From an optimization exercise on the open Yosys and OpenROAD flow, aimed at small area, a short achievable clock period and few clock cycles per item; shortcuts taken in it are not production practice.
The RTL was checked by simulation tests, not by an equivalence proof against the original design.
Power is estimated from default activity; no workload was simulated.

<file path="run.sh">
#!/bin/bash
# synth_recipe.tcl (not shown) runs the flow's synth.tcl, then flattens the netlist and writes it again
# the make line also repeats each setting of config.mk as NAME=value (left out here)
make -C /OpenROAD-flow-scripts/flow DESIGN_CONFIG=/design/flow/config.mk WORK_HOME=/design/flow/orfs CLKGATE_MAP_FILE= SYNTH_SCRIPT=/design/flow/synth_recipe.tcl finish
</file>
<file path="config.mk">
export PLATFORM = sky130hd
export DESIGN_NAME = sb2_render
export DESIGN_NICKNAME = sb2_render
export VERILOG_FILES = /design/flow/design.v
export SDC_FILE = /design/flow/constraint.sdc
export NUM_CORES = 4
export LEC_CHECK = 0
export CAP_MARGIN = 20
export CORE_MARGIN = 2
export CORE_UTILIZATION = 40
export SLEW_MARGIN = 20
</file>
<file path="constraint.sdc">
create_clock -name core_clock -period 13.0 [get_ports {clk}]
set_input_delay 2.6000 -clock core_clock [delete_from_list [all_inputs] [get_ports {clk}]]
set_output_delay 2.6000 -clock core_clock [all_outputs]
set_load 0.01 [all_outputs]
</file>
<file path="design.v">
module sb2_render (
    input  wire        clk,
    input  wire        rst,
    input  wire        wr_en,
    input  wire [1:0]  wr_ch,
    input  wire [3:0]  wr_reg,
    input  wire [31:0] wr_data,
    input  wire [1:0]  rd_ch,
    input  wire [3:0]  rd_reg,
    output reg  [31:0] rd_data,
    input  wire        start,
    output wire        ready,
    output reg         done,
    output reg  [15:0] out_l,
    output reg  [15:0] out_r,
    output reg         mem_req,
    output wire [31:0] mem_addr,
    input  wire        mem_ack,
    input  wire [7:0]  mem_rdata
);
    localparam R_CTRL    = 4'd0;
    localparam R_PITCH   = 4'd1;
    localparam R_VOL     = 4'd2;
    localparam R_VIB     = 4'd3;
    localparam R_TREM    = 4'd4;
    localparam R_SILENCE = 4'd5;
    localparam R_BASE    = 4'd6;
    localparam R_RATE    = 4'd7;
    localparam R_DATA    = 4'd8;
    localparam R_LENGTH  = 4'd9;
    localparam R_LSTART  = 4'd10;
    localparam R_LLEN    = 4'd11;
    localparam R_CURI    = 4'd12;
    localparam R_CURF    = 4'd13;
    localparam R_OUTRATE = 4'd15;
    localparam [31:0] OUTRATE_RESET = 32'd44100;
    reg        act     [0:3];
    reg        gate    [0:3];
    reg        insv    [0:3];
    reg        looped  [0:3];
    reg        ended   [0:3];
    reg [15:0] pitch   [0:3];
    reg [7:0]  vol     [0:3];
    reg [7:0]  vdep    [0:3];
    reg [7:0]  vph     [0:3];
    reg [7:0]  tdep    [0:3];
    reg [7:0]  tph     [0:3];
    reg [7:0]  silence [0:3];
    reg [15:0] base    [0:3];
    reg [31:0] rate    [0:3];
    reg [31:0] sdata   [0:3];
    reg [31:0] slen    [0:3];
    reg [31:0] lstart  [0:3];
    reg [31:0] llen    [0:3];
    reg [31:0] curi    [0:3];
    reg [15:0] curf    [0:3];
    reg [31:0] outrate;
    reg [31:0] step_c [0:3];    
    reg [3:0]  sv;
    reg [7:0]  byte_c [0:3];    
    reg [3:0]  bv;
    reg [6:0]  ve_c   [0:3];    
    reg        vp;              
    reg [1:0]  vpch;
    reg        infr;            
    reg [3:0]  pc;              
    reg [3:0]  mq;              
    reg [1:0]  fch;             
    assign ready = ~infr;
    function [5:0] wave_mag;    
        input [5:0] i;
        reg [6:0] m;
        begin
            m = {i, 1'b0};
            if (i <= 6'd16)      wave_mag = m[5:0];
            else if (i <= 6'd32) wave_mag = 6'd0 - m[5:0];
            else if (i <= 6'd48) wave_mag = m[5:0];
            else                 wave_mag = 6'd0 - m[5:0];
        end
    endfunction
    function wave_neg;
        input [5:0] i;
        begin
            wave_neg = (i >= 6'd33) && (i <= 6'd63);
        end
    endfunction
    function signed [9:0] osc_off;
        input [7:0] ph;
        input [7:0] dep;
        reg [13:0] p;
        begin
            p = wave_mag(ph[7:2]) * dep;
            osc_off = wave_neg(ph[7:2]) ? -$signed({1'b0, p[13:5]}) : $signed({1'b0, p[13:5]});
        end
    endfunction
    wire        we = wr_en & ~infr;
    wire [3:0]  wch;
    assign wch[0] = (wr_ch == 2'd0);
    assign wch[1] = (wr_ch == 2'd1);
    assign wch[2] = (wr_ch == 2'd2);
    assign wch[3] = (wr_ch == 2'd3);
    wire [31:0] wdat = rst ? 32'd0 : wr_data;
    wire        w_out = rst | (we & (wr_reg == R_OUTRATE));
    wire [3:0]  playing, rdy, endd, wrap, nochg, needf, inval;
    wire [32:0] cur_i   [0:3];
    wire [15:0] curf_nx [0:3];
    genvar g;
    generate
        for (g = 0; g < 4; g = g + 1) begin : chn
            wire [48:0] cur = {1'b0, curi[g], curf[g]} + {17'd0, step_c[g]};
            wire [32:0] le  = {1'b0, lstart[g]} + {1'b0, llen[g]};
            wire        lp  = |llen[g];
            wire        spc = cur[48:16] >= (lp ? le : {1'b0, slen[g]});
            wire        cy  = ({1'b0, curf[g]} + {1'b0, step_c[g][15:0]}) >> 16;
            assign cur_i[g]   = cur[48:16];
            assign curf_nx[g] = cur[15:0];
            assign wrap[g]    = lp && spc;
            assign endd[g]    = !lp && spc;
            assign playing[g] = act[g] & insv[g] & gate[g];
            assign rdy[g]     = playing[g] & sv[g] & ~wrap[g];
            assign nochg[g]   = (step_c[g][31:16] == 16'd0) && !cy && !spc;
            wire   ve_nz      = (vp && vpch == g) || (ve_c[g] != 7'd0);
            assign needf[g]   = !endd[g] && !(nochg[g] && bv[g]) && ve_nz;
            wire   vibchg     = !((wr_data[7:0] == vdep[g]) && (wr_data[15:10] == vph[g][7:2]))
                                && !((wr_data[7:0] == 8'd0) && (vdep[g] == 8'd0));
            assign inval[g]   = we & (wr_reg == R_OUTRATE
                                      || (wch[g] && (wr_reg == R_PITCH || wr_reg == R_RATE || wr_reg == R_BASE
                                                     || (wr_reg == R_VIB && vibchg))));
        end
    endgenerate
    wire [3:0] commit = rdy & (infr ? pc : {4{start}});
    reg        eb;              
    reg        emod;            
    reg [1:0]  eph;             
    reg [1:0]  ec;              
    reg [4:0]  ecnt;
    reg [48:0] R;
    reg [33:0] Q;
    reg [47:0] D;
    localparam E_LOAD = 2'd0, E_MUL = 2'd1, E_DIV = 2'd2, E_WB = 2'd3;
    wire [3:0] cand_step = infr ? (pc & ~sv) : (~sv & ~inval);
    wire [3:0] cand_mod  = infr ? (pc & sv & wrap) : 4'd0;
    wire [3:0] cand      = cand_step | cand_mod;
    wire [1:0] cpick     = cand[0] ? 2'd0 : cand[1] ? 2'd1 : cand[2] ? 2'd2 : 2'd3;
    wire       estart    = !eb && (cand != 4'd0);
    wire       ekill     = eb && inval[ec];
    wire signed [9:0]  voff = osc_off(vph[ec], vdep[ec]);
    wire signed [17:0] psum = $signed({2'b00, pitch[ec]}) + voff;
    wire [15:0] pe = (psum < 18'sd1) ? 16'd1 : (psum > 18'sd65535) ? 16'hFFFF : psum[15:0];
    wire [15:0] base_eff = (base[ec] == 16'd0) ? 16'd1 : base[ec];
    wire [32:0] xi = cur_i[ec] - {1'b0, lstart[ec]};
    wire [31:0] mrate = rate[ec];
    wire [33:0] nsum = {2'b00, R[31:0]} + (Q[18] ? {2'b00, mrate} : 34'd0) + (Q[19] ? {1'b0, mrate, 1'b0} : 34'd0);
    wire [33:0] dsum = {2'b00, D[47:16]} + (D[0] ? {2'b00, outrate} : 34'd0) + (D[1] ? {1'b0, outrate, 1'b0} : 34'd0);
    wire [48:0] tv1 = {R[47:0], Q[33]};
    wire [49:0] d1  = {1'b0, tv1} - {2'b00, D};
    wire        g1  = !d1[49];
    wire [48:0] r1  = g1 ? d1[48:0] : tv1;
    wire [48:0] tv2 = {r1[47:0], Q[32]};
    wire [49:0] d2  = {1'b0, tv2} - {2'b00, D};
    wire        g2  = !d2[49];
    wire [48:0] r2  = g2 ? d2[48:0] : tv2;
    wire        sat = (D[47:32] == 16'd0) && (R[31:0] >= D[31:0]);
    wire        sat0     = sat && (ecnt == 5'd0);
    wire        step_fin = eb && !emod && (eph == E_DIV) && (sat0 || ecnt == 5'd15) && !ekill;
    wire [31:0] step_val = sat0 ? 32'hFFFF_FFFF : {Q[29:0], g1, g2};
    wire        mod_fin  = eb && emod && (eph == E_WB);
    wire [31:0] mod_curi = lstart[ec] + R[31:0];
    always @(posedge clk) begin
        if (rst) begin
            eb <= 1'b0;
        end else if (estart) begin
            eb   <= 1'b1;
            ec   <= cpick;
            emod <= cand_mod[cpick];
            eph  <= E_LOAD;
        end else if (eb) begin
            ecnt <= ecnt + 5'd1;
            if (ekill) begin
                eb <= 1'b0;
            end else begin
                case (eph)
                E_LOAD: begin
                    ecnt <= 5'd0;
                    R    <= 49'd0;
                    if (emod) begin
                        Q   <= {1'b0, xi};
                        D   <= {16'd0, llen[ec]};
                        eph <= E_DIV;
                    end else begin
                        Q   <= {pe, 18'd0};
                        D   <= {32'd0, base_eff};
                        eph <= E_MUL;
                    end
                end
                E_MUL: begin
                    R[31:0]  <= nsum[33:2];
                    Q[33:18] <= {nsum[1:0], Q[33:20]};
                    D        <= {dsum[33:2], dsum[1:0], D[15:2]};
                    if (ecnt == 5'd7) begin
                        eph  <= E_DIV;
                        ecnt <= 5'd0;
                    end
                end
                E_DIV: begin
                    R <= r2;
                    Q <= {Q[31:0], g1, g2};
                    if (step_fin)
                        eb <= 1'b0;
                    if (emod && ecnt == 5'd16)
                        eph <= E_WB;
                end
                default: eb <= 1'b0;
                endcase
            end
        end
    end
    wire signed [9:0]  toff = osc_off(tph[vpch], tdep[vpch]);
    wire signed [10:0] vsum = $signed({3'b000, vol[vpch]}) + toff;
    wire [6:0]  ve = (vsum < 11'sd0) ? 7'd0 : (vsum > 11'sd64) ? 7'd64 : vsum[6:0];
    assign mem_addr = sdata[fch] + curi[fch];
    wire        ack    = mem_req & mem_ack;
    wire [3:0]  ackm   = ack ? (4'd1 << fch) : 4'd0;
    wire [3:0]  modm   = mod_fin ? (4'd1 << ec) : 4'd0;
    wire        mod_nf = ve_c[ec] != 7'd0;
    wire [3:0]  mq_nx  = (mq & ~ackm) | (commit & needf) | (mod_nf ? modm : 4'd0);
    wire [1:0]  fpick  = mq_nx[0] ? 2'd0 : mq_nx[1] ? 2'd1 : mq_nx[2] ? 2'd2 : 2'd3;
    wire [3:0]  pc_nx  = infr ? (pc & ~commit & ~modm) : (playing & ~commit);
    wire        finish = infr && (pc == 4'd0) && ((mq & ~ackm) == 4'd0);
    wire signed [15:0] kc [0:3];
    generate
        for (g = 0; g < 4; g = g + 1) begin : mix
            wire [7:0] b = (ack && fch == g) ? mem_rdata : byte_c[g];
            wire signed [14:0] p = $signed(b) * $signed({1'b0, ve_c[g]});
            assign kc[g] = (!act[g] || !insv[g]) ? 16'sd0 :
                           !gate[g] ? {{8{silence[g][7]}}, silence[g]} : {p[14], p};
        end
    endgenerate
    always @(*) begin
        case (rd_reg)
            R_CTRL:    rd_data = {27'd0, ended[rd_ch], looped[rd_ch], insv[rd_ch], gate[rd_ch], act[rd_ch]};
            R_PITCH:   rd_data = {16'd0, pitch[rd_ch]};
            R_VOL:     rd_data = {24'd0, vol[rd_ch]};
            R_VIB:     rd_data = {16'd0, vph[rd_ch], vdep[rd_ch]};
            R_TREM:    rd_data = {16'd0, tph[rd_ch], tdep[rd_ch]};
            R_SILENCE: rd_data = {24'd0, silence[rd_ch]};
            R_BASE:    rd_data = {16'd0, base[rd_ch]};
            R_RATE:    rd_data = rate[rd_ch];
            R_DATA:    rd_data = sdata[rd_ch];
            R_LENGTH:  rd_data = slen[rd_ch];
            R_LSTART:  rd_data = lstart[rd_ch];
            R_LLEN:    rd_data = llen[rd_ch];
            R_CURI:    rd_data = curi[rd_ch];
            R_CURF:    rd_data = {16'd0, curf[rd_ch]};
            R_OUTRATE: rd_data = outrate;
            default:   rd_data = 32'd0;
        endcase
    end
    always @(posedge clk)
        if (w_out) outrate <= rst ? OUTRATE_RESET : wr_data;
    generate
        for (g = 0; g < 4; g = g + 1) begin : regs
            wire wc = rst | (we & wch[g]);
            always @(posedge clk) begin
                if (wc && (rst || wr_reg == R_PITCH))   pitch[g]   <= wdat[15:0];
                if (wc && (rst || wr_reg == R_VOL))     vol[g]     <= wdat[7:0];
                if (wc && (rst || wr_reg == R_VIB))     begin vdep[g] <= wdat[7:0]; vph[g] <= wdat[15:8]; end
                if (wc && (rst || wr_reg == R_TREM))    begin tdep[g] <= wdat[7:0]; tph[g] <= wdat[15:8]; end
                if (wc && (rst || wr_reg == R_SILENCE)) silence[g] <= wdat[7:0];
                if (wc && (rst || wr_reg == R_BASE))    base[g]    <= wdat[15:0];
                if (wc && (rst || wr_reg == R_RATE))    rate[g]    <= wdat;
                if (wc && (rst || wr_reg == R_DATA))    sdata[g]   <= wdat;
                if (wc && (rst || wr_reg == R_LENGTH))  slen[g]    <= wdat;
                if (wc && (rst || wr_reg == R_LSTART))  lstart[g]  <= wdat;
                if (wc && (rst || wr_reg == R_LLEN))    llen[g]    <= wdat;
                if (wc && (rst || wr_reg == R_CTRL)) begin
                    act[g]    <= wdat[0];
                    gate[g]   <= wdat[1];
                    insv[g]   <= wdat[2];
                    looped[g] <= wdat[3];
                    ended[g]  <= wdat[4];
                end else if (commit[g]) begin
                    if (endd[g]) begin
                        act[g]   <= 1'b0;
                        ended[g] <= 1'b1;
                    end
                end else if (mod_fin && ec == g) begin
                    looped[g] <= 1'b1;
                end
                if (wc && (rst || wr_reg == R_CURI))
                    curi[g] <= wdat;
                else if (commit[g])
                    curi[g] <= endd[g] ? slen[g] : cur_i[g][31:0];
                else if (mod_fin && ec == g)
                    curi[g] <= mod_curi;
                if (wc && (rst || wr_reg == R_CURF))
                    curf[g] <= wdat[15:0];
                else if (commit[g])
                    curf[g] <= endd[g] ? 16'd0 : curf_nx[g];
                else if (mod_fin && ec == g)
                    curf[g] <= curf_nx[g];
                if (step_fin && ec == g)
                    step_c[g] <= step_val;
                if (rst || inval[g])
                    sv[g] <= 1'b0;
                else if (step_fin && ec == g)
                    sv[g] <= 1'b1;
                if (rst) begin
                    bv[g]     <= 1'b0;
                    byte_c[g] <= 8'd0;
                end else if (we && wch[g] && (wr_reg == R_DATA || wr_reg == R_CURI)) begin
                    bv[g] <= 1'b0;
                end else if (ack && fch == g) begin
                    bv[g]     <= 1'b1;
                    byte_c[g] <= mem_rdata;
                end else if ((commit[g] && !nochg[g]) || (mod_fin && ec == g)) begin
                    bv[g] <= 1'b0;
                end
                if (rst)
                    ve_c[g] <= 7'd0;
                else if (vp && vpch == g)
                    ve_c[g] <= ve;
            end
        end
    endgenerate
    always @(posedge clk) begin
        if (rst) begin
            infr    <= 1'b0;
            pc      <= 4'd0;
            mq      <= 4'd0;
            fch     <= 2'd0;
            mem_req <= 1'b0;
            done    <= 1'b0;
            vp      <= 1'b0;
            vpch    <= 2'd0;
        end else begin
            vp   <= we && (wr_reg == R_VOL || wr_reg == R_TREM);
            vpch <= wr_ch;
            done <= finish;
            if (finish) begin
                infr  <= 1'b0;
                out_l <= kc[0] + kc[3];
                out_r <= kc[1] + kc[2];
            end else if (!infr && start) begin
                infr <= 1'b1;
            end
            pc <= pc_nx;
            mq <= mq_nx;
            if (!mem_req || mem_ack) begin
                mem_req <= mq_nx != 4'd0;
                fch     <= fpick;
            end
        end
    end
endmodule
</file>
==> run summary, run 1 <==
Logic synthesis:
- The combined area of all synthesized cells is 0.120 mm².
- By area the synthesized netlist is led by sky130_fd_sc_hd__edfxtp_1, sky130_fd_sc_hd__ha_1, sky130_fd_sc_hd__mux4_2, sky130_fd_sc_hd__fa_1, sky130_fd_sc_hd__xnor2_1.
- The unique cell type count in the Yosys netlist is approximately 110.
- The share of the yosys chip area belonging to registers is 39.1%.
- The synthesized area per cell is 10.8 µm².
- The number of flip-flops and latches in the synthesized netlist is 1589.
- The top cell type's share of synthesized area is between 30% and 40%.
- In this run, synthesis inferred 1504 flip-flops with an integrated enable.
- The dominant register cell in the synthesized netlist is sky130_fd_sc_hd__edfxtp_1.
- Synthesis produced a netlist with a net count of approximately 12000.
- The proportion of synthesized flip-flops having asynchronous set or reset is 0%.
- Synthesis handed over a netlist of 11104 instances.
- The warning count from the yosys run is 24.
- Summed over all instances, the cell type with the most area after synthesis is sky130_fd_sc_hd__edfxtp_1.

Setup path:
- The setup check on the worst reg-to-reg path leaves a slack of approximately 2.3 ns.
- The origin of the worst setup path is ec[1].
- The number of buffer and inverter instances along the worst setup path is 3.
- STA classifies the critical path endpoint as a register.
- In this design, the largest share of critical-path delay is due to compound AO/OA/AOI/OAI gates.
- The startpoint identified for the worst register-to-register timing path is ec[1].
- STA classifies the critical path startpoint as a register.
- Among all stages on the critical path, the largest delay is contributed by sky130_fd_sc_hd__edfxtp_1.
- Counting cells, the worst reg-to-reg path comes to 32.
- Among the stages of the critical path, the cell type that occurs most often is sky130_fd_sc_hd__a21oi_1.
- The stage delay of the slowest cell on the critical path is 0.99 ns.
- The largest fanout on the critical path is 16.
- The endpoint identified for the worst register-to-register timing path is Q[20].
- The data required time at the worst endpoint is about 14 ns.
- The critical path arrival is 11.34 ns.
- The worst setup path is of the reg2reg kind.

Final layout:
- The fraction of layout instances using a drive strength above 1 is 11.9%.
- The layout has 27592 filler cells.
- The area added between synthesis and finish is 11.8%.
- The area used by multi-input combinational logic is 0.0691 mm².
- The area of all sequential standard cells is 0.0469 mm².
- The final layout contains 12549 nets.

Clock tree:
- The post-CTS setup buffer count is 0.
- The CTS buffer count is approximately 190.
- The number of gates resized after CTS was 0.
- After clock tree synthesis, the clock-pin slew on the worst setup and hold paths is 0.06 ns.
- The clock passes through at most 4 buffers.
- The CTS tree is built.
- The clock network latency to the later pin of the worst-skew pair is 0.97 ns.
- The cell chosen for the clock root is sky130_fd_sc_hd__clkbuf_16.
- CTS built an H-tree with a depth of 4.
- Clock tree synthesis found a total of approximately 1600 sinks.
- The cts-stage hold buffer count is 0.

Power:
- Overall power consumption after layout is estimated at 21.7 mW.
- In this run the static leakage power is about 53 nW.
- The largest voltage drop on the vdd net is roughly 0.12 mV.
- The ratio of total power to cell area is 162 mW/mm².

Outcome:
- The run finished with no timing, DRC or antenna violations.

Die:
- The die boundary width is around 550 µm.
- The number of ports placed on the die boundary is 156.
- The y dimension of the die is 552 µm.
- Once the floorplan was initialized, standard cells occupied 40.1% of the core.
- The placement row count is 201.
- The floorplan step defined a die boundary enclosing slightly above 0.3 mm².
- The core footprint is 0.299 mm².

STA:
- Hold is met by around 0.45 ns.
- The final setup slack of the worst path is 2.30 ns.
- In this run the tightest slew margin relative to its limit is 8.10%.
- For this run, the top clock speed supported by timing is 93.4 MHz.
- The final critical path takes up just over 80% of the cycle.
- For the finished layout, the period the worst path requires is 10.70 ns.
- The number of failing hold endpoints at the final stage is 0.
- Setup repair after global routing left no endpoint under its margin.
- At the pin with the least slew margin, the transition time is 1.37 ns.
- The setup TNS is 0 ns.
- The final count of pins violating max slew came to 0.
- Across the routed clock network, the largest skew measured is 0.0910 ns.
- Setup violations remaining at the end of the flow were counted as 0.

Placement:
- Summed over all nets, the half-perimeter wirelength after detailed placement is 476000 µm.
- The placer's final routability congestion estimate is between 1 and 1.5.
- In this run the tool buffered the top-level ports with roughly 160 buffer cells.
- The worst-case setup slack after placement is between 2 and 2.5 ns.

Detailed routing:
- The final wirelength is ~600000 µm.
- In the routed design, unresolved DRC markers number 0.
- The number of nets with antenna violations after routing is 0.
- The via count of the routed design is between 100k and 150k.
- The first-pass detailed-route iteration total is 9.
- The average detailed-routed wire length per instance is 38.8 µm.
- The via density per instance is 6.59.
- The first routing iteration left 15920 violations.

Min path:
- The number of instances on the worst hold path is 2.
- The startpoint identified for the worst hold timing path is byte_c[0][5].
- The worst hold path endpoint is byte_c[0][5].
- The type of the worst min-delay path is reg2reg.

Global route:
- Entering global routing, the biggest net connects 69 pins.
- The total routing resource utilization after global routing is 38.6%.
- The wire length of the first global-routing pass is about 810000 µm.
- The initial antenna violation count is 113.
- The number of global-route vias before repair is 95846.
- The total overflow left after global routing is 0.

Run:
- Max-cap violations in this run came to 0.
==> layer usage <==
layer,routed length [µm],track usage [%],up-vias,part of all wire (%)
li1,-,-,42061,-
met1,241000,52.7,51861,40
met2,237000,52.7,6726,40
met3,94300,18.4,1085,16
met4,26600,14.0,72,4.4
met5,525,0,-,0.088
==> area by class of cell <==
class	count	share of cell area, %
Sequential cell	1589	35.0
Timing Repair Buffer	448	2.89
Clock buffer	232	3.77
Clock inverter	121	0.891
Inverter	773	2.16
Antenna cell	32	0.0597
Tap cell	3958	3.69
Multi-Input combinational cell	8286	51.6
==> report_power, final <==
| part | internal, mW | switching [mW] |
|---|---|---|
| logic | 3.26 | 6.29 |
| registers | 6.11 | 0.438 |
| clock network | 3.13 | 2.47 |
| total | 12.5 | 9.20 |
==> synth_stat cells, drive strengths merged, types with 252 or more instances <==
cell / n
edfxtp: 1504
nor2b: 296
mux4: 460
fa: 295
nand2: 770
clkbuf: 359
nor2: 730
o21ai: 641
a21oi: 681
inv: 771
ha: 907
xor2: 252
xnor2: 406
==> metrics by stage <==
| step | std cells | instance area [µm²] | util [%] |
|---|---|---|---|
| global placement | 15050 | 128000 | 42.7 |
| CTS | 15405 | 134000 | 44.8 |
| detailed placement | 15052 | 128000 | 42.7 |
| finish | 15439 | 134000 | 44.8 |
| floorplan | 11104 | 120000 | - |
| global route | 15409 | 134000 | 44.8 |
==> cells by family after synthesis <==
logic type,after synthesis,share of synthesized area [%]
AND/OR/NAND/NOR,2929,11.9
AO/OA/AOI/OAI,2790,15.1
flip-flops,1589,39.1
buffers and inverters,1229,3.89
adder cells (fa/ha/maj),1205,14.4
multiplexers,704,10.8
XOR/XNOR,658,4.81
==> state kept, by name, summed over array words and instances (netlist names), 128 cells and up <==
| name | cells |
|---|---|
| curi | 128 |
| slen | 128 |
| step_c | 128 |
| rate | 128 |
| sdata | 128 |
| lstart | 128 |
| llen | 128 |
==> worst max path at each step <==
stage | endpoint | slack [ns] | cells after the start
floorplan | Q[21] | 2.69 | 38
global placement | Q[19] | 2.17 | 33
detailed placement | Q[20] | 2.36 | 32
CTS | Q[20] | 2.30 | 32
global route | Q[24] | 1.50 | 33
finish | Q[20] | 2.30 | 32
==> placed cells by master (no fill, tap or decap), drive strengths merged, types with 83 or more instances in the layout <==
cell | synthesis | routed
a21oi | 681 | 681
nor4 | 87 | 87
mux2 | 84 | 84
clkbuf | 359 | 233
edfxtp | 1504 | 1504
nand2b | 188 | 188
nor2b | 296 | 296
mux2i | 160 | 160
dfxtp | 85 | 85
o22ai | 105 | 105
fa | 295 | 295
nand3 | 241 | 241
a22oi | 214 | 214
nor3 | 160 | 160
o21a | 144 | 144
nand2 | 770 | 770
clkinv | 2 | 86
xor2 | 252 | 252
ha | 907 | 907
xnor2 | 406 | 406
clkdlybuf4s50 | 0 | 152
nand4 | 105 | 105
a21o | 248 | 248
inv | 771 | 775
and2 | 110 | 110
a211oi | 122 | 122
o21ai | 641 | 641
o21bai | 83 | 83
nor2 | 730 | 730
mux4 | 460 | 460
buf | 97 | 295
a31oi | 86 | 86
==> worst reg2reg max path, delay by kind of cell (launching register included) <==
kind	cells	cell delay (ns)
AO/OA/AOI/OAI	15	4.30
adder cells (fa/ha/maj)	5	2.18
AND/OR/NAND/NOR	6	1.28
flip-flops	1	0.99
XOR/XNOR	2	0.76
multiplexers	1	0.74
buffers and inverters	3	0.16
Testbench counts, summed over its fixed seeds: cycles 17,151, frames 2,560.
==> run 2: changes to the inputs <==
--- a/design.v
+++ b/design.v
@@ -58,9 +58,12 @@
     reg [31:0] step_c [0:3];    
     reg [3:0]  sv;
-    reg [7:0]  byte_c [0:3];    
-    reg [3:0]  bv;
+    reg [3:0]  bv;              
+    reg [14:0] kc     [0:3];
     reg [6:0]  ve_c   [0:3];    
     reg        vp;              
     reg [1:0]  vpch;
+    reg        vp2;             
+    reg [1:0]  vpch2;
+    reg signed [9:0] toff_r;
     reg        infr;            
     reg [3:0]  pc;              
@@ -102,5 +105,5 @@
     wire [31:0] wdat = rst ? 32'd0 : wr_data;
     wire        w_out = rst | (we & (wr_reg == R_OUTRATE));
-    wire [3:0]  playing, rdy, endd, wrap, nochg, needf, inval;
+    wire [3:0]  playing, rdy, endd, wrap, nochg, needf, nm, spcw, inval;
     wire [32:0] cur_i   [0:3];
     wire [15:0] curf_nx [0:3];
@@ -120,6 +123,8 @@
             assign rdy[g]     = playing[g] & sv[g] & ~wrap[g];
             assign nochg[g]   = (step_c[g][31:16] == 16'd0) && !cy && !spc;
-            wire   ve_nz      = (vp && vpch == g) || (ve_c[g] != 7'd0);
+            wire   ve_nz      = ve_c[g] != 7'd0;
             assign needf[g]   = !endd[g] && !(nochg[g] && bv[g]) && ve_nz;
+            assign nm[g]      = playing[g] && sv[g] && !((step_c[g][31:16] == 16'd0) && !cy && (bv[g] || mq[g])) && ve_nz;
+            assign spcw[g]    = spc;
             wire   vibchg     = !((wr_data[7:0] == vdep[g]) && (wr_data[15:10] == vph[g][7:2]))
                                 && !((wr_data[7:0] == 8'd0) && (vdep[g] == 8'd0));
@@ -129,8 +134,8 @@
         end
     endgenerate
-    wire [3:0] commit = rdy & (infr ? pc : {4{start}});
+    wire [3:0] commit = rdy & (infr ? pc : {4{start}}) & {4{!vp && !vp2}};
     reg        eb;              
     reg        emod;            
-    reg [1:0]  eph;             
+    reg [2:0]  eph;             
     reg [1:0]  ec;              
     reg [4:0]  ecnt;
@@ -138,5 +143,5 @@
     reg [33:0] Q;
     reg [47:0] D;
-    localparam E_LOAD = 2'd0, E_MUL = 2'd1, E_DIV = 2'd2, E_WB = 2'd3;
+    localparam E_LOAD = 3'd0, E_SET = 3'd1, E_MUL = 3'd2, E_DIV = 3'd3, E_WB = 3'd4;
     wire [3:0] cand_step = infr ? (pc & ~sv) : (~sv & ~inval);
     wire [3:0] cand_mod  = infr ? (pc & sv & wrap) : 4'd0;
@@ -146,9 +151,9 @@
     wire       ekill     = eb && inval[ec];
     wire signed [9:0]  voff = osc_off(vph[ec], vdep[ec]);
-    wire signed [17:0] psum = $signed({2'b00, pitch[ec]}) + voff;
+    wire signed [17:0] psum = $signed({2'b00, R[15:0]}) + $signed(R[25:16]);
     wire [15:0] pe = (psum < 18'sd1) ? 16'd1 : (psum > 18'sd65535) ? 16'hFFFF : psum[15:0];
-    wire [15:0] base_eff = (base[ec] == 16'd0) ? 16'd1 : base[ec];
+    wire [15:0] base_eff = (D[15:0] == 16'd0) ? 16'd1 : D[15:0];
     wire [32:0] xi = cur_i[ec] - {1'b0, lstart[ec]};
-    wire [31:0] mrate = rate[ec];
+    reg  [31:0] mrate;
     wire [33:0] nsum = {2'b00, R[31:0]} + (Q[18] ? {2'b00, mrate} : 34'd0) + (Q[19] ? {1'b0, mrate, 1'b0} : 34'd0);
     wire [33:0] dsum = {2'b00, D[47:16]} + (D[0] ? {2'b00, outrate} : 34'd0) + (D[1] ? {1'b0, outrate, 1'b0} : 34'd0);
@@ -182,9 +187,19 @@
                 case (eph)
                 E_LOAD: begin
+                    mrate <= rate[ec];
+                    eph   <= E_SET;
+                    if (emod) begin
+                        R[32:0] <= xi;
+                        D       <= {16'd0, llen[ec]};
+                    end else begin
+                        R[25:0] <= {voff, pitch[ec]};
+                        D[15:0] <= base[ec];
+                    end
+                end
+                E_SET: begin
                     ecnt <= 5'd0;
                     R    <= 49'd0;
                     if (emod) begin
-                        Q   <= {1'b0, xi};
-                        D   <= {16'd0, llen[ec]};
+                        Q   <= {1'b0, R[32:0]};
                         eph <= E_DIV;
                     end else begin
@@ -217,21 +232,31 @@
     end
     wire signed [9:0]  toff = osc_off(tph[vpch], tdep[vpch]);
-    wire signed [10:0] vsum = $signed({3'b000, vol[vpch]}) + toff;
+    wire signed [10:0] vsum = $signed({3'b000, vol[vpch2]}) + toff_r;
     wire [6:0]  ve = (vsum < 11'sd0) ? 7'd0 : (vsum > 11'sd64) ? 7'd64 : vsum[6:0];
-    assign mem_addr = sdata[fch] + curi[fch];
+    reg  [31:0] pa;
+    reg  [1:0]  paf;
+    reg         pav;
+    reg         mreq;
+    wire        pre    = !infr && start && pav;
+    wire [1:0]  fcur   = infr ? fch : paf;
+    always @(*) mem_req = mreq | pre;
+    assign mem_addr = infr ? sdata[fch] + curi[fch] : pa;
     wire        ack    = mem_req & mem_ack;
-    wire [3:0]  ackm   = ack ? (4'd1 << fch) : 4'd0;
+    wire [3:0]  ackm   = ack ? (4'd1 << fcur) : 4'd0;
     wire [3:0]  modm   = mod_fin ? (4'd1 << ec) : 4'd0;
     wire        mod_nf = ve_c[ec] != 7'd0;
-    wire [3:0]  mq_nx  = (mq & ~ackm) | (commit & needf) | (mod_nf ? modm : 4'd0);
+    wire [3:0]  mq_nx  = ((mq | (commit & needf)) & ~ackm) | (mod_nf ? modm : 4'd0);
     wire [1:0]  fpick  = mq_nx[0] ? 2'd0 : mq_nx[1] ? 2'd1 : mq_nx[2] ? 2'd2 : 2'd3;
     wire [3:0]  pc_nx  = infr ? (pc & ~commit & ~modm) : (playing & ~commit);
     wire        finish = infr && (pc == 4'd0) && ((mq & ~ackm) == 4'd0);
-    wire signed [15:0] kc [0:3];
+    wire [1:0]  ppick  = nm[0] ? 2'd0 : nm[1] ? 2'd1 : nm[2] ? 2'd2 : 2'd3;
+    wire        pok    = (nm != 4'd0) && !we && (commit == 4'd0) && !step_fin && !mod_fin && !vp && !vp2
+                         && (!infr || pc == 4'd0);
+    wire signed [14:0] prod = $signed(mem_rdata) * $signed({1'b0, ve_c[fcur]});
+    wire signed [15:0] kx [0:3];
     generate
         for (g = 0; g < 4; g = g + 1) begin : mix
-            wire [7:0] b = (ack && fch == g) ? mem_rdata : byte_c[g];
-            wire signed [14:0] p = $signed(b) * $signed({1'b0, ve_c[g]});
-            assign kc[g] = (!act[g] || !insv[g]) ? 16'sd0 :
+            wire [14:0] p = (ack && fcur == g) ? prod : kc[g];
+            assign kx[g] = (!act[g] || !insv[g]) ? 16'sd0 :
                            !gate[g] ? {{8{silence[g][7]}}, silence[g]} : {p[14], p};
         end
@@ -306,18 +331,19 @@
                 else if (step_fin && ec == g)
                     sv[g] <= 1'b1;
-                if (rst) begin
-                    bv[g]     <= 1'b0;
-                    byte_c[g] <= 8'd0;
-                end else if (we && wch[g] && (wr_reg == R_DATA || wr_reg == R_CURI)) begin
+                if (rst)
                     bv[g] <= 1'b0;
-                end else if (ack && fch == g) begin
-                    bv[g]     <= 1'b1;
-                    byte_c[g] <= mem_rdata;
-                end else if ((commit[g] && !nochg[g]) || (mod_fin && ec == g)) begin
+                else if (ack && fcur == g)
+                    bv[g] <= 1'b1;
+                else if ((we && wch[g] && (wr_reg == R_DATA || wr_reg == R_CURI))
+                         || (vp2 && vpch2 == g && ve != ve_c[g])
+                         || (commit[g] && !nochg[g]) || (mod_fin && ec == g))
                     bv[g] <= 1'b0;
-                end
+                if (rst || (vp2 && vpch2 == g && ve != ve_c[g]))
+                    kc[g] <= 15'd0;
+                else if (ack && fcur == g)
+                    kc[g] <= prod;
                 if (rst)
                     ve_c[g] <= 7'd0;
-                else if (vp && vpch == g)
+                else if (vp2 && vpch2 == g)
                     ve_c[g] <= ve;
             end
@@ -330,16 +356,22 @@
             mq      <= 4'd0;
             fch     <= 2'd0;
-            mem_req <= 1'b0;
+            mreq    <= 1'b0;
+            pav     <= 1'b0;
             done    <= 1'b0;
             vp      <= 1'b0;
             vpch    <= 2'd0;
+            vp2     <= 1'b0;
+            vpch2   <= 2'd0;
         end else begin
             vp   <= we && (wr_reg == R_VOL || wr_reg == R_TREM);
             vpch <= wr_ch;
+            vp2    <= vp;
+            vpch2  <= vpch;
+            toff_r <= toff;
             done <= finish;
             if (finish) begin
                 infr  <= 1'b0;
-                out_l <= kc[0] + kc[3];
-                out_r <= kc[1] + kc[2];
+                out_l <= kx[0] + kx[3];
+                out_r <= kx[1] + kx[2];
             end else if (!infr && start) begin
                 infr <= 1'b1;
@@ -347,8 +379,11 @@
             pc <= pc_nx;
             mq <= mq_nx;
-            if (!mem_req || mem_ack) begin
-                mem_req <= mq_nx != 4'd0;
-                fch     <= fpick;
+            if (!infr || !mreq || mem_ack) begin
+                mreq <= mq_nx != 4'd0;
+                fch  <= (pre && !mem_ack) ? paf : fpick;
             end
+            paf <= ppick;
+            pav <= pok && !spcw[ppick];
+            pa  <= sdata[ppick] + cur_i[ppick][31:0];
         end
     end
==> run 2 against run 1 <==
  * Still clean on timing, DRC and antenna
  * Clock-buffer cell count is 19 higher
  * Clock power is 6.6% higher
  * Clock skew is 0.019 ns lower
  * Register-to-register slack better by 1.0 ns
  * Via count is 4.3% higher
  * Critical path type is now reg2out
  * Critical endpoint is now mem_addr[31]
  * Highest routed layer unchanged
==> run summary, run 2 <==
Outcome:
- The run finished with no timing, DRC or antenna violations.

Detailed routing:
- The final wirelength was 624000 µm (+4.0%).
- The first-pass detailed-route iteration total is 7 (-2).
- The total DRC errors in the routed layout is 0 (unchanged).
- The number of nets with antenna violations after routing is 0 (unchanged).
- The violation count after the first detailed-routing iteration is 17383 (+9.2%).
- The average detailed-routed wire length per instance is 39.4 µm (+1.5%).
- The via count of the routed design is 106222 (+4.3%).
- The via density per instance is 6.71 (+1.8%).

Die:
- The total die area is 0.309 mm² (+1.6%).
- The placement row count was 202 (+0.50%).
- The die boundary width is 556 µm (+0.81%).
- The number of ports placed on the die boundary was 156 (unchanged).
- The starting utilization of the core area is 40.2% (+0.11 points).
- The core footprint is 0.303 mm² (+1.3%).
- The y dimension of the die is 556 µm (+0.81%).

Clock tree:
- The sink count of the clock tree is 1698 (+6.9%).
- The clock transition at the registers of the reported paths is 0.06 ns (about the same).
- The H-tree depth is 4 (unchanged).
- The clock network latency to the later pin of the worst-skew pair was 0.96 ns (about the same).
- The post-cts repair resize count is 0 (unchanged).
- The root buffer cell chosen for the clock tree is sky130_fd_sc_hd__clkbuf_16.
- The post-CTS setup buffer count is 0 (unchanged).
- The CTS tree is built.
- The cts-stage hold buffer count was 0 (unchanged).
- The CTS buffer count is 203 (+5.7%).
- The maximum root-to-sink buffer count was 4 (unchanged).

Final layout:
- The fraction of layout instances using a drive strength above 1 was 11.5% (-0.39 points).
- The count of filler cells inserted in the layout was 28123 (+1.9%).
- The number of standard cells in the layout, taps in and fillers out is 15827 (+2.5%).
- The area added between synthesis and finish was 11.8% (about the same).
- The top cell types in the final layout, fill and taps aside, are sky130_fd_sc_hd__edfxtp_1, sky130_fd_sc_hd__nand2_1, sky130_fd_sc_hd__ha_1, sky130_fd_sc_hd__a21oi_1, sky130_fd_sc_hd__nor2_1.
- The library cell used most frequently in the layout, excluding fill and tap cells, is sky130_fd_sc_hd__edfxtp_1.
- The total number of nets in the final design was 12704 (+1.2%).

Logic synthesis:
- The most used standard cell by instance count after synthesis is sky130_fd_sc_hd__edfxtp_1.
- The dominant register cell in the synthesized netlist is sky130_fd_sc_hd__edfxtp_1.
- The top cell type's share of synthesized area came to 39.0% (+1.3 points).
- The proportion of synthesized flip-flops having asynchronous set or reset was 0% (unchanged).
- Counting instances in the post-synthesis netlist gives the leading cell types as sky130_fd_sc_hd__edfxtp_1, sky130_fd_sc_hd__nand2_1, sky130_fd_sc_hd__nor2_1.
- The warning count from the yosys run is 24 (unchanged).
- The most area-hungry cell type in the Yosys netlist is sky130_fd_sc_hd__edfxtp_1.
- In the post-synthesis netlist, the biggest area contributors are sky130_fd_sc_hd__edfxtp_1, sky130_fd_sc_hd__ha_1, sky130_fd_sc_hd__mux4_2, sky130_fd_sc_hd__a21oi_1, sky130_fd_sc_hd__xnor2_1.
- The combined area of all synthesized cells came to 0.122 mm² (+1.6%).
- The net count after synthesis is 12527 (+1.3%).
- The synthesized area per cell came to 10.6 µm² (-1.5%).
- The number of synthesized flops with an enable pin came to 1581 (+5.1%).
- The number of flip-flops and latches in the synthesized netlist is 1698 (+6.9%).
- The unique cell type count in the Yosys netlist is 106 (-4.5%).
- The synthesized instance count is 11461 (+3.2%).
- The share of the yosys chip area belonging to registers is 40.9% (+1.8 points).

Setup path:
- The element type at the critical path end is a primary output.
- The worst setup path is launched from a register.
- In this run the worst setup path begins at fch[0].
- The data required time at the worst endpoint is 10.40 ns (-3.24 ns).
- The largest fanout on the critical path is 52 (+36).
- The worst reg2reg path depth is 30 (-6.3%).
- The flop-to-flop setup slack is 3.33 ns (+1.03 ns).
- In this run the critical register-to-register path is captured at curi[3][29].
- The launching point of the worst reg2reg path is llen[3][1].
- By startpoint and endpoint, the worst setup path is classified as reg2out.
- The critical path arrival was 7.47 ns (-3.87 ns).

STA:
- The number of failing hold endpoints at the final stage is 0 (unchanged).
- The relative slew slack is 13.5% (+5.4 points).
- The transition time at the pin with the least slew margin is 1.30 ns (-0.0699 ns).
- The time the final worst path needs with I/O delays and setup came to 10.07 ns (-0.636 ns).
- The timing-limited maximum frequency is 99.3 MHz (+6.3%).
- Setup repair after global routing left no endpoint under its margin.
- The final cycle utilization of the critical path is 77.4% (-4.9 points).
- The final-report setup violation count is 0 (unchanged).
- The setup TNS is 0 ns (unchanged).
- The post-route clock skew is 0.0721 ns (-0.0189 ns).
- The final count of pins violating max slew is 0 (unchanged).

Placement:
- The estimated wirelength of the detail-placed design is 486000 µm (+2.0%).
- The placer's final routability congestion estimate came to 1.05 (-5.7%).
- The number of port buffers is 155 (unchanged).
- The count of placed standard cells including taps is 15403 (+2.3%).

Power:
- The ratio of total power to cell area is 141 mW/mm² (-13%).
- The largest voltage drop on the vdd net is 0.120 mV (-1.0%).
- The standby leakage power came to 53.6 nW (+1.7%).

Global route:
- The wire length of the first global-routing pass is 833000 µm (+3.2%).
- The initial antenna violation count came to 54 (-52%).
- The total routing resource utilization after global routing is 39.2% (+0.53 points).
- The maximum number of pins on one net before global-route repair came to 94 (+36%).
- The number of global-route vias before repair is 98088 (+2.3%).
- The final global-route overflow total is 0 (unchanged).

Min path:
- For hold timing, the worst endpoint is kc[2][0].
- The path class of the tightest hold or removal check is reg2reg.
- The critical hold path startpoint is kc[2][0].
- The number of instances on the worst hold path is 2 (unchanged).

Run:
- The count of max-cap constraint violations was 0 (unchanged).
==> run 2: changes by cell type after synthesis, moves of 110 or more <==
cell / change
sky130_fd_sc_hd__a21oi_1: +149
sky130_fd_sc_hd__fa_1: -131
sky130_fd_sc_hd__inv_1: -129
sky130_fd_sc_hd__nand2_1: +110
sky130_fd_sc_hd__nor2_1: +125
sky130_fd_sc_hd__nor2b_1: -142
==> run 2: where the power goes <==
group          internal [mW]  total (mW)  leakage [nW]  switching [mW]
Combinational           2.23        6.44          34.1            4.21
Clock                   3.36        5.97          3.19            2.61
Sequential              6.41        6.81          16.4           0.407
Total                   12.0        19.2          53.6            7.23
==> run 2: stage by stage <==
| stage | hold WS [ns] | setup slack (ns) | power, mW | cell area (µm²) | util, % |
|---|---|---|---|---|---|
| 6_report | 0.501 | 2.93 | 19.2 | 136000 | 45.0 |
| 5_1_grt | 0.528 | 2.75 | 19.7 | 136000 | 44.9 |
| 4_1_cts | 0.503 | 2.97 | 18.9 | 136000 | 44.9 |
| 3_5_place_dp | 0.484 | 3.42 | 13.0 | 129000 | 42.7 |
| 3_3_place_gp | 0.474 | 3.07 | 13.0 | 129000 | 42.7 |
| 2_1_floorplan | 0.454 | 5.17 | 10.4 | 122000 | - |
==> run 2: final cells by class <==
cell class                      count  area, µm²  area share, %
Sequential cell                  1698      49800           36.6
Clock inverter                    122       1230          0.903
Tap cell                         3978       4980           3.65
Inverter                          649       2440           1.79
Timing Repair Buffer              487       4130           3.03
Multi-Input combinational cell   8599      68200           50.0
Clock buffer                      251       5360           3.93
Antenna cell                       43        108         0.0790
==> run 2: logic make-up after synthesis <==
| kind of cell | share of synthesized area (%) |
|---|---|
| AND/OR/NAND/NOR | 11.5 |
| multiplexers | 11.1 |
| buffers and inverters | 3.64 |
| AO/OA/AOI/OAI | 16.6 |
| adder cells (fa/ha/maj) | 11.4 |
| flip-flops | 40.9 |
| XOR/XNOR | 4.93 |
==> run 2: routing by layer <==
| layer | wire length [µm] | global-route usage, % | vias to the layer above |
|---|---|---|---|
| met1 | 254000 | 54.3 | 53861 |
| li1 | - | - | 43837 |
| met4 | 27800 | 15.1 | 16 |
| met2 | 247000 | 53.4 | 7495 |
| met5 | 305 | 0 | - |
| met3 | 94000 | 16.6 | 1013 |
==> run 2: worst max path at each step <==
stage	cells past startpoint	endpoint	slack [ns]
floorplan	17	mem_addr[31]	5.17
global placement	8	rd_data[0]	3.07
detailed placement	8	rd_data[7]	3.42
CTS	17	mem_addr[31]	2.97
global route	18	mem_addr[31]	2.75
finish	18	mem_addr[31]	2.93
==> run 2: worst max-delay path, cell delays in order (launching register included) <==
cell	delay, ns
sky130_fd_sc_hd__dfxtp_4	0.51
sky130_fd_sc_hd__buf_4	0.74
sky130_fd_sc_hd__mux4_2	0.42
sky130_fd_sc_hd__ha_1	0.23
sky130_fd_sc_hd__a21o_1	0.17
sky130_fd_sc_hd__a21o_1	0.24
sky130_fd_sc_hd__a2111oi_4	0.45
sky130_fd_sc_hd__nor3_1	0.22
sky130_fd_sc_hd__o41ai_2	0.54
sky130_fd_sc_hd__a31oi_1	0.29
sky130_fd_sc_hd__o21a_1	0.26
sky130_fd_sc_hd__o21a_1	0.26
sky130_fd_sc_hd__a211o_1	0.32
sky130_fd_sc_hd__a21o_1	0.21
sky130_fd_sc_hd__a21o_1	0.22
sky130_fd_sc_hd__o311a_1	0.30
sky130_fd_sc_hd__or3_1	0.32
sky130_fd_sc_hd__a31oi_1	0.19
sky130_fd_sc_hd__clkdlybuf4s50_1	0.61
Testbench counts of run 2, summed over its fixed seeds: cycles 15,212, frames 2,560.
==> run 3: changes to the inputs <==
--- a/design.v
+++ b/design.v
@@ -115,5 +115,5 @@
             wire        lp  = |llen[g];
             wire        spc = cur[48:16] >= (lp ? le : {1'b0, slen[g]});
-            wire        cy  = ({1'b0, curf[g]} + {1'b0, step_c[g][15:0]}) >> 16;
+            wire        cy  = cur[16] ^ curi[g][0] ^ step_c[g][16];    
             assign cur_i[g]   = cur[48:16];
             assign curf_nx[g] = cur[15:0];
@@ -257,5 +257,5 @@
     generate
         for (g = 0; g < 4; g = g + 1) begin : mix
-            wire [14:0] p = (ack && fcur == g) ? prod : kc[g];
+            wire [14:0] p = (mreq && fch == g) ? prod : kc[g];
             assign kx[g] = (!act[g] || !insv[g]) ? 16'sd0 :
                            !gate[g] ? {{8{silence[g][7]}}, silence[g]} : {p[14], p};
--- a/config.mk
+++ b/config.mk
@@ -9,3 +9,5 @@
 export CORE_MARGIN = 2
 export CORE_UTILIZATION = 40
+export SETUP_SLACK_MARGIN = 4.5
 export SLEW_MARGIN = 20
+export TNS_END_PERCENT = 100
==> run 3 against run 2 <==
  * Critical endpoint is now rd_data[5]
  * Sequential power down 1%
  * Largest power group unchanged
  * Largest cell class unchanged
  * Routed wire length up 1.5%
  * Core utilization up 0.77 points
==> run summary, run 3 <==
Outcome:
- The run finished with no timing, DRC or antenna violations.

Setup path:
- The critical path arrival was 5.98 ns (-1.49 ns).
- The element type at the critical path end is a primary output.
- The stage delay of the slowest cell on the critical path is 0.64 ns (-0.10 ns).
- The worst reg2reg path depth is 25 (-17%).
- The cell with the largest stage delay on the worst path is sky130_fd_sc_hd__clkdlybuf4s50_1.
- The largest fanout on the critical path is 57 (+9.6%).
- Traced cell by cell, the critical path runs through buf_16 > buf_6 > mux4_2 > a22oi_1 > nand2_1 > a221oi_1 > nand4_1 > clkdlybuf4s50_1.
- The data required time at the worst endpoint is 10.40 ns (about the same).
- STA classifies the critical path startpoint as a primary input.
- The critical path in this run is classified as in2out.

Die:
- The core footprint is 0.309 mm² (+2.1%).
- The total die area came to 0.316 mm² (+2.2%).
- The starting utilization of the core area was 40.3% (+0.051 points).
- The placement row count is 204 (+0.99%).
- The number of ports placed on the die boundary was 156 (unchanged).
- The die boundary width is 562 µm (+1.1%).
- The y dimension of the die is 562 µm (+1.1%).

Final layout:
- Leaving out fill and tap cells, the most frequent cells in the layout are sky130_fd_sc_hd__edfxtp_1, sky130_fd_sc_hd__nand2_1, sky130_fd_sc_hd__nor2_1, sky130_fd_sc_hd__ha_1, sky130_fd_sc_hd__a21oi_1.
- The area growth from synthesis to layout is 13.6%.
- The number of standard cells in the layout, taps in and fillers out was 16362 (+3.4%).
- The library cell used most frequently in the layout, excluding fill and tap cells, is sky130_fd_sc_hd__edfxtp_1.
- The fraction of layout instances using a drive strength above 1 is 13.6% (+2.1 points).
- The total number of nets in the final design is 13111 (+3.2%).

Power:
- The ratio of total power to cell area is 136 mW/mm² (-3.3%).
- The standby leakage power is 54.9 nW (+2.3%).
- The total power after layout is 19.3 mW (+0.37%).
- The largest voltage drop on the vdd net is 0.110 mV (-8.6%).

STA:
- The final count of pins violating max slew came to 0 (unchanged).
- The timing-limited maximum frequency came to 117 MHz (+17%).
- Setup repair after global routing could not meet its margin everywhere.
- The relative slew slack is 17.7% (+4.3 points).
- The post-route clock skew is 0.0755 ns (+0.00342 ns).
- The transition time at the pin with the least slew margin was 1.23 ns (-0.0668 ns).
- The final setup slack of the worst path is 4.42 ns (+1.49 ns).
- The setup TNS is 0 ns (unchanged).
- The number of failing hold endpoints at the final stage was 0 (unchanged).
- The time the final worst path needs with I/O delays and setup is 8.58 ns (-1.49 ns).
- The final hold slack is 0.454 ns (-0.0467 ns).
- The final-report setup violation count is 0 (unchanged).
- The final cycle utilization of the critical path is 66.0% (-11 points).

Detailed routing:
- The number of nets with antenna violations after routing came to 0 (unchanged).
- The total DRC errors in the routed layout is 0 (unchanged).
- The violation count after the first detailed-routing iteration is 14890 (-14%).
- The via count of the routed design is 108644 (+2.3%).
- The routed length on met3 came to 60200 µm (-36%).
- The via density per instance came to 6.64 (-1.1%).
- The average detailed-routed wire length per instance is 38.7 µm (-1.8%).
- The met2 routed wirelength is 276000 µm (+11%).
- The first-pass detailed-route iteration total is 9 (+2).
- The uppermost signal routing layer after detailed routing is met5.
- The final wirelength is 633000 µm (+1.5%).
- The detailed-routing wirelength on met1 is 234000 µm (-7.9%).

Placement:
- The estimated wirelength of the detail-placed design is 490000 µm (+0.77%).
- The worst-case setup slack after placement came to 2.60 ns (-0.822 ns).
- The number of port buffers is 155 (unchanged).
- The placer's final routability congestion estimate is 1.05 (-0.43%).
- The count of placed standard cells including taps was 15894 (+3.2%).

Logic synthesis:
- The proportion of synthesized flip-flops having asynchronous set or reset is 0% (unchanged).
- The warning count from the yosys run was 24 (unchanged).
- The unique cell type count in the Yosys netlist is 119 (+12%).
- Yosys attributes the largest share of cell area to sky130_fd_sc_hd__edfxtp_1, sky130_fd_sc_hd__ha_1, sky130_fd_sc_hd__mux4_2, sky130_fd_sc_hd__a21oi_1, sky130_fd_sc_hd__nand2_1.
- The synthesized area per cell is 10.6 µm² (-0.70%).
- The share of the yosys chip area belonging to registers is 40.0% (-0.89 points).
- The top cell type's share of synthesized area is 38.1% (-0.84 points).
- The number of flip-flops and latches in the synthesized netlist is 1698 (unchanged).
- The synthesized instance count was 11797 (+2.9%).
- The combined area of all synthesized cells is 0.125 mm² (+2.2%).
- The dominant register cell in the synthesized netlist is sky130_fd_sc_hd__edfxtp_1.
- By count the netlist is led by sky130_fd_sc_hd__edfxtp_1, sky130_fd_sc_hd__nand2_1, sky130_fd_sc_hd__nor2_1.
- The net count after synthesis came to 12859 (+2.7%).
- The number of synthesized flops with an enable pin came to 1581 (unchanged).
- sky130_fd_sc_hd__edfxtp_1 is the most common cell in the netlist.
- The most area-hungry cell type in the Yosys netlist is sky130_fd_sc_hd__edfxtp_1.

Clock tree:
- The clock network latency to the later pin of the worst-skew pair was 0.96 ns (about the same).
- In this run the clock root is driven by a sky130_fd_sc_hd__clkbuf_16.
- The CTS buffer count is 210 (+3.4%).
- The cts-stage hold buffer count was 0 (unchanged).
- TritonCTS built the clock tree.
- The clock transition at the registers of the reported paths is 0.06 ns (about the same).
- The sink count of the clock tree was 1698 (unchanged).
- The maximum root-to-sink buffer count is 4 (unchanged).
- The H-tree depth was 4 (unchanged).

Global route:
- The number of global-route vias before repair is 102559 (+4.6%).
- The maximum number of pins on one net before global-route repair is 88 (-6.4%).
- The wire length of the first global-routing pass came to 854000 µm (+2.6%).
- The total routing resource utilization after global routing is 39.0% (-0.16 points).
- The final global-route overflow total was 0 (unchanged).
- The initial antenna violation count came to 51 (-5.6%).

Min path:
- The number of instances on the worst hold path is 2 (unchanged).
- The min-delay analysis places its worst path in the category reg2reg.

Run:
- The count of max-cap constraint violations came to 0 (unchanged).
[run 3: cell types whose count changed in the layout (fill, tap and decap cells not counted), moves of 49 or more]
cell	delta
sky130_fd_sc_hd__nand2_1	+77
sky130_fd_sc_hd__xnor2_1	-49
sky130_fd_sc_hd__o21ai_0	-58
sky130_fd_sc_hd__nor2_1	+66
sky130_fd_sc_hd__nor3_1	+58
sky130_fd_sc_hd__o21ai_1	-65
sky130_fd_sc_hd__mux2i_1	+56
[run 3: logic make-up (layout without fill, tap and decap cells)]
kind of cell,after synthesis,count (layout),synth area share (%)
AO/OA/AOI/OAI,3100,3100,16.4
adder cells (fa/ha/maj),1006,1006,11.1
XOR/XNOR,648,648,4.58
multiplexers,857,857,11.7
other,0,17,0
flip-flops,1698,1698,40.0
AND/OR/NAND/NOR,3320,3321,12.6
buffers and inverters,1168,1595,3.64
[run 3: worst paths after layout]
check | start | end | slack (ns)
worst min register to register | kc[1][12] | kc[1][12] | 0.45
worst min-delay path | kc[1][12] | kc[1][12] | 0.45
worst max register to register | llen[1][8] | curi[1][10] | 4.43
worst max-delay path | rd_ch[1] | rd_data[5] | 4.42
[run 3: worst max-delay path: cells and delay by family]
family          cells  cell delay (ns)
buf+inv             3             1.41
simple gates        2             0.58
compound gates      2             0.73
mux                 1             0.43
[run 3: where the power goes]
| part | leakage [nW] | internal, mW | switching, mW | total (mW) |
|---|---|---|---|---|
| combinational | 35.1 | 2.23 | 4.12 | 6.34 |
| sequential | 16.4 | 6.40 | 0.339 | 6.73 |
| clock | 3.41 | 3.56 | 2.66 | 6.22 |
| total | 54.9 | 12.2 | 7.11 | 19.3 |
[run 3: final cells by class]
type	count	area [µm²]
flip-flops and latches	1698	49800
fillers	28772	168000
diodes	17	42.5
inverters	648	2440
well taps	4120	5150
multi-input cells	8932	71700
repair buffers	559	5270
clock inverters	130	1420
clock buffers	258	5600
[run 3: timing repair]
item | in CTS | in global routing
pin swaps | 21 | 12
resized for setup | 148 | 105
setup buffers | 45 | 8
gates cloned | 8 | 1
endpoints found under the setup margin | 415 | 422
[run 3: metrics by stage]
| stage | cell area (µm²) | utilization (%) |
|---|---|---|
| 5_1_grt | 141000 | 45.7 |
| 2_1_floorplan | 125000 | - |
| 3_5_place_dp | 132000 | 42.8 |
| 6_report | 141000 | 45.7 |
| 3_3_place_gp | 132000 | 42.8 |
| 4_1_cts | 141000 | 45.5 |
[run 3: routing by layer]
metal | vias up | GRT usage [%]
met5 | - | 0
met4 | 28 | 31.4
met3 | 1614 | 7.50
met2 | 7026 | 59.6
met1 | 54601 | 48.2
li1 | 45375 | -
Testbench counts of run 3, summed over its fixed seeds: cycles 15,212, frames 2,560.

-- re-timing with driven ports --
The flow's constraints put no driver on any port. The routed layouts listed below were extracted and timed again, unchanged, in two steps. Step 1 sets driving cells, clkbuf_16 on the clock port and buf_2 on the other inputs (assumed; they add their load-dependent delay and slew). Step 2 also shifts input and output timing later by t, the mid clock arrival at the registers, as if the neighbouring blocks saw the same clock. a / b / c = ideal ports / drivers / drivers and shift; a / b = the first two.
run	shift t [ns]	setup slack, ns	worst data-port slew with drivers (ns)
run 1	1.022	2.297 / 2.297 / 2.297	0.10
run 2	1.015	2.933 / 2.844 / 3.152	0.15
run 3	1.022	4.423 / 4.124 / 3.865	0.38
After both steps setup and hold are still met in every run listed. For run 3, which loses most, drivers alone change the setup slack by -0.299 ns; drivers and shift together by -0.558 ns.
